This design comes from an exercise in tuning for a short achievable clock period and few clock cycles on the open sky130 flow, not from production work. Function was checked by simulation only, so behaviour that the tests miss may differ from the original. Power figures rest on the tool's default switching activity, not on a simulated workload.

==> run A: inputs <==
## beebc_core
module beebc_core (
    input  wire       clk,
    input  wire       rst,         
    output wire [3:0] mem_addr,
    input  wire [7:0] mem_rdata,
    output wire [7:0] mem_wdata,
    output wire       mem_we,
    output wire [7:0] out,
    output wire       out_strobe,
    output wire       halted
);
Settings: LEC_CHECK=0, CAP_MARGIN=20, CORE_MARGIN=2, CORE_UTILIZATION=50, SETUP_SLACK_MARGIN=2.4, SLEW_MARGIN=20, TNS_END_PERCENT=100; clock period 5.0 ns.
run.sh (not shown) runs the stock make flow with config.mk's settings and CLKGATE_MAP_FILE= SYNTH_SCRIPT=/design/flow/synth_recipe.tcl, a recipe that flattens the netlist after the stock synthesis.
==> run F (differences from run A) <==
--- a/flow/design.v
+++ b/flow/design.v
@@ -87,29 +87,28 @@
             sel8 = 8'h00;
             for (k = 0; k < 16; k = k + 1)
                 sel8 = sel8 | (mc[k] & {8{oh[k]}});
         end
     endfunction
     wire run = ~halted_r;
     wire rd  = ~pwe;
     wire [3:0] xn = xir[3:0];
-    wire x_exec  = run & xv & ~(x_hlt & out_valid);
-    wire [7:0] b = bv ? bop : mem_rdata;
+    wire x_exec  = run & xv & ~((x_lda | x_alu) & ~bv) & ~(x_hlt & out_valid);
     wire advance = run & (~xv | x_exec);    
-    wire x_flags = run & xv & x_alu;        
+    wire x_flags = x_exec & x_alu;          
     wire [7:0] sum, dif;
     wire       s_co, d_co;
-    beebc_add8 u_add (.x(a), .y(b),    .ci(1'b0), .s(sum), .co(s_co));
-    beebc_add8 u_sub (.x(a), .y(~b),   .ci(1'b1), .s(dif), .co(d_co));
+    beebc_add8 u_add (.x(a), .y(bop),  .ci(1'b0), .s(sum), .co(s_co));
+    beebc_add8 u_sub (.x(a), .y(~bop), .ci(1'b1), .s(dif), .co(d_co));
     wire       ovf   = x_sub ? ~d_co : s_co;    
     wire [7:0] r     = x_sub ? dif : sum;
-    wire       z_new = x_sub ? (a == b) : ((a == 8'h00) & (b == 8'h00));
+    wire       z_new = x_sub ? (a == bop) : ((a == 8'h00) & (bop == 8'h00));
     wire [7:0] alu_next = ovf ? alu : r;
-    wire [7:0] a_ld  = (x_exec & x_lda) ? b : ((x_exec & x_ldi) ? {4'h0, xn} : a);
+    wire [7:0] a_ld  = (x_exec & x_lda) ? bop : ((x_exec & x_ldi) ? {4'h0, xn} : a);
     wire [7:0] a_nr  = x_flags ? r : a_ld;
     wire [7:0] a_nx  = (x_flags & ovf) ? alu : a_nr;
     wire  [3:0] jn     = fir[3:0];
     wire        jv     = fv & ~pend;
     wire f_lda, f_alu, f_sub, f_sta, f_ldi, f_jmp, f_jc, f_jz, f_out, f_hlt;
     beebc_decoder u_dj (
         .opcode (fir[7:4]),
         .is_lda (f_lda), .is_alu (f_alu), .is_sub (f_sub), .is_sta (f_sta),
@@ -149,34 +148,37 @@
         .opcode (mem_rdata[7:4]),
         .is_lda (b_lda), .is_alu (b_alu), .is_sub (b_sub), .is_sta (b_sta),
         .is_ldi (b_ldi), .is_jmp (b_jmp), .is_jc  (b_jc),  .is_jz  (b_jz),
         .is_out (b_out), .is_hlt (b_hlt)
     );
     wire        byp    = advance & f_fill;
     wire  [3:0] b_n    = mem_rdata[3:0];
     wire        b_self = (b_n == fpc);              
-    wire        b_bv   = mv[b_n] | b_self;
+    wire        b_bv   = |(mv & rd_oh) | b_self;
     wire  [7:0] b_op   = sel8(rd_oh & mv) | (mem_rdata & {8{b_self}});
     wire        b_ld   = b_lda | b_alu;
     wire        b_pend = x_flags & (b_jc | b_jz);
     wire        b_use  = b_jmp | (x_flags ? (b_jc | b_jz) : ((b_jc & cf) | (b_jz & zf)));
     wire  [3:0] b_fpc  = b_use ? b_n : fpc1;
     wire        b_fv   = ~b_use & m2_v & ~(b_sta & (b_n == fpc1));
     wire halt_nx = halted_r | halted_o | (x_exec & x_hlt);
     wire outv_nx = x_exec & x_out;
     wire       jd_sta  = f_sta & ~halt_nx;
     wire       f_ld    = f_lda | f_alu;
     wire [3:0] jn1     = jn + 4'd1;
     wire [15:0] fpc2_oh = rotl(fpc1_oh);
     wire [15:0] jn1_oh  = rotl(f_oh);
+    wire       hd_sta  = xv & x_sta & ~halt_nx;
+    wire       hd_opnd = xv & (x_lda | x_alu) & ~bv & ~p_opnd;
     wire       fv_h    = fv | f_fill;
     wire [3:0] pf_h    = |(mv & fpc1_oh) ? fpc2 : fpc1;
     wire       s_step  = advance & jv;
     wire       s_pick  = advance & pend;
+    wire       s_hold  = ~advance & (hd_sta | hd_opnd);
     wire       s_fill  = ~fv_h;
     wire [3:0] c_pa   [0:3];
     wire       c_opnd [0:3];
     wire       c_fill [0:3];
     genvar gi;
     generate
         for (gi = 0; gi < 4; gi = gi + 1) begin : dec
             wire ok1 = gi[0];    
@@ -207,32 +209,34 @@
                     else if (b_pend)
                         pa_c = fpc1;
                     else if (b_fv)
                         pa_c = fpc2;
                     else begin
                         pa_c   = b_fpc;
                         fill_c = 1'b1;
                     end
-                end else if (s_fill) begin
+                end else if (s_hold)
+                    pa_c = xn;
+                else if (s_fill) begin
                     pa_c   = fpc;
                     fill_c = 1'b1;
                 end else
                     pa_c = pf_h;
             end
             assign c_pa[gi]   = pa_c;
             assign c_fill[gi] = fill_c;
-            assign c_opnd[gi] = s_step ? opnd : (byp & b_ld & ~b_bv);
+            assign c_opnd[gi] = s_step ? opnd : (byp ? (b_ld & ~b_bv) : (s_hold & hd_opnd));
         end
     endgenerate
     wire [1:0] okc     = {m2okf, m1ok};
     wire [3:0] pa_nx   = c_pa[okc];
     wire       fill_nx = c_fill[okc];
     wire       opnd_nx = c_opnd[okc];
-    wire       pwe_nx  = s_step ? jd_sta : (byp & b_sta & ~halt_nx);
+    wire       pwe_nx  = s_step ? jd_sta : (byp ? (b_sta & ~halt_nx) : (s_hold & hd_sta));
     wire       jd_opnd = f_ld & ~m1ok;
     wire m1_hlt  = m1ok & (m1[7:4] == 4'hf);
     wire m2_hlt  = m2okf & (m2[7:4] == 4'hf);
     wire fa_hlt  = ~j_pend & (j_taken ? m1_hlt : m2_hlt);
     wire early_a = jv & ~((f_lda | f_alu) & ~m1ok) & ~f_sta & ~f_out & fa_hlt;
     wire fh_hlt  = ~pend & fv & f_hlt;
     wire early_h = xv & ~((x_lda | x_alu) & ~bv & ~p_opnd) & ~x_sta & ~x_out & fh_hlt;
     always @(posedge clk) begin
==> notes.md <==
item                                                                          run F           run A
Number of diodes                                                                  1               0
Signal buf overhead                                                          0.0854           0.108
Power density normalized to cell area                                    655 nW/µm²      630 nW/µm²
Average size of a mapped cell                                              9.40 µm²        9.58 µm²
Result of the run                                                    finished clean  finished clean
First-pass GRT wire length                                                120000 µm       118000 µm
Fraction of area in multi-input gates                                         0.458           0.449
Routed metal-1 wire length                                                 30800 µm        30700 µm
Net Count, Synth                                                               2007            1971
Fill cells                                                                     2924            2900
Antenna violations before repair                                                  0               1
Overall Power                                                              15200 µW        14800 µW
Non-clock buffers                                                               217             259
Share of final-layout standard cells stronger than drive strength 1           0.261           0.284
Relative contribution of sequential cells to total power                      0.293           0.296
Combined buffer and inverter count along the critical path                        3               6
Depth of the most critical reg-to-reg path                                       11              16
Violation count after the first detailed-route iteration                       3114            3490
Non-Filler Instances                                                           2552            2560
Highest net fanout along the worst path                                           7               6
Final wirelength                                                           83800 µm        84300 µm
Worst stage delay on the critical path                                      0.47 ns         0.46 ns
Testbench counts of run A, summed over its fixed seeds: cycles 26,090.
Testbench counts of run F, summed over its fixed seeds: cycles 26,560.

[afterwards: timing with drivers on the ports]
The results above use ideal ports. As a check the final layouts listed here were re-extracted and re-timed, cells and wires unchanged. Step 1: set_driving_cell puts a clkbuf_16 on clk and a buf_2 on each other input, an assumption about the parent block. Step 2, shift: input delay + t, output delay - t, t = (earliest + latest rising clock arrival at the registers) / 2. This alone moves slack from input paths to output paths. a / b / c = no drivers / after step 1 / after step 2; a / b = the first two.
run | t, ns | slack for setup (ns) | hold WS [ns] | cell pins on the clock port's net
run A | 0.625 | 1.821 / 1.821 / 1.243 | 0.487 / 0.487 / 0.487 | 1
run F | 0.625 | 2.262 / 2.262 / 1.649 | 0.459 / 0.459 / 0.459 | 1
After both steps every run listed still meets setup and hold. The setup slack of run F, which loses most, moves by 0.000 ns with the drivers and by -0.613 ns with both steps.
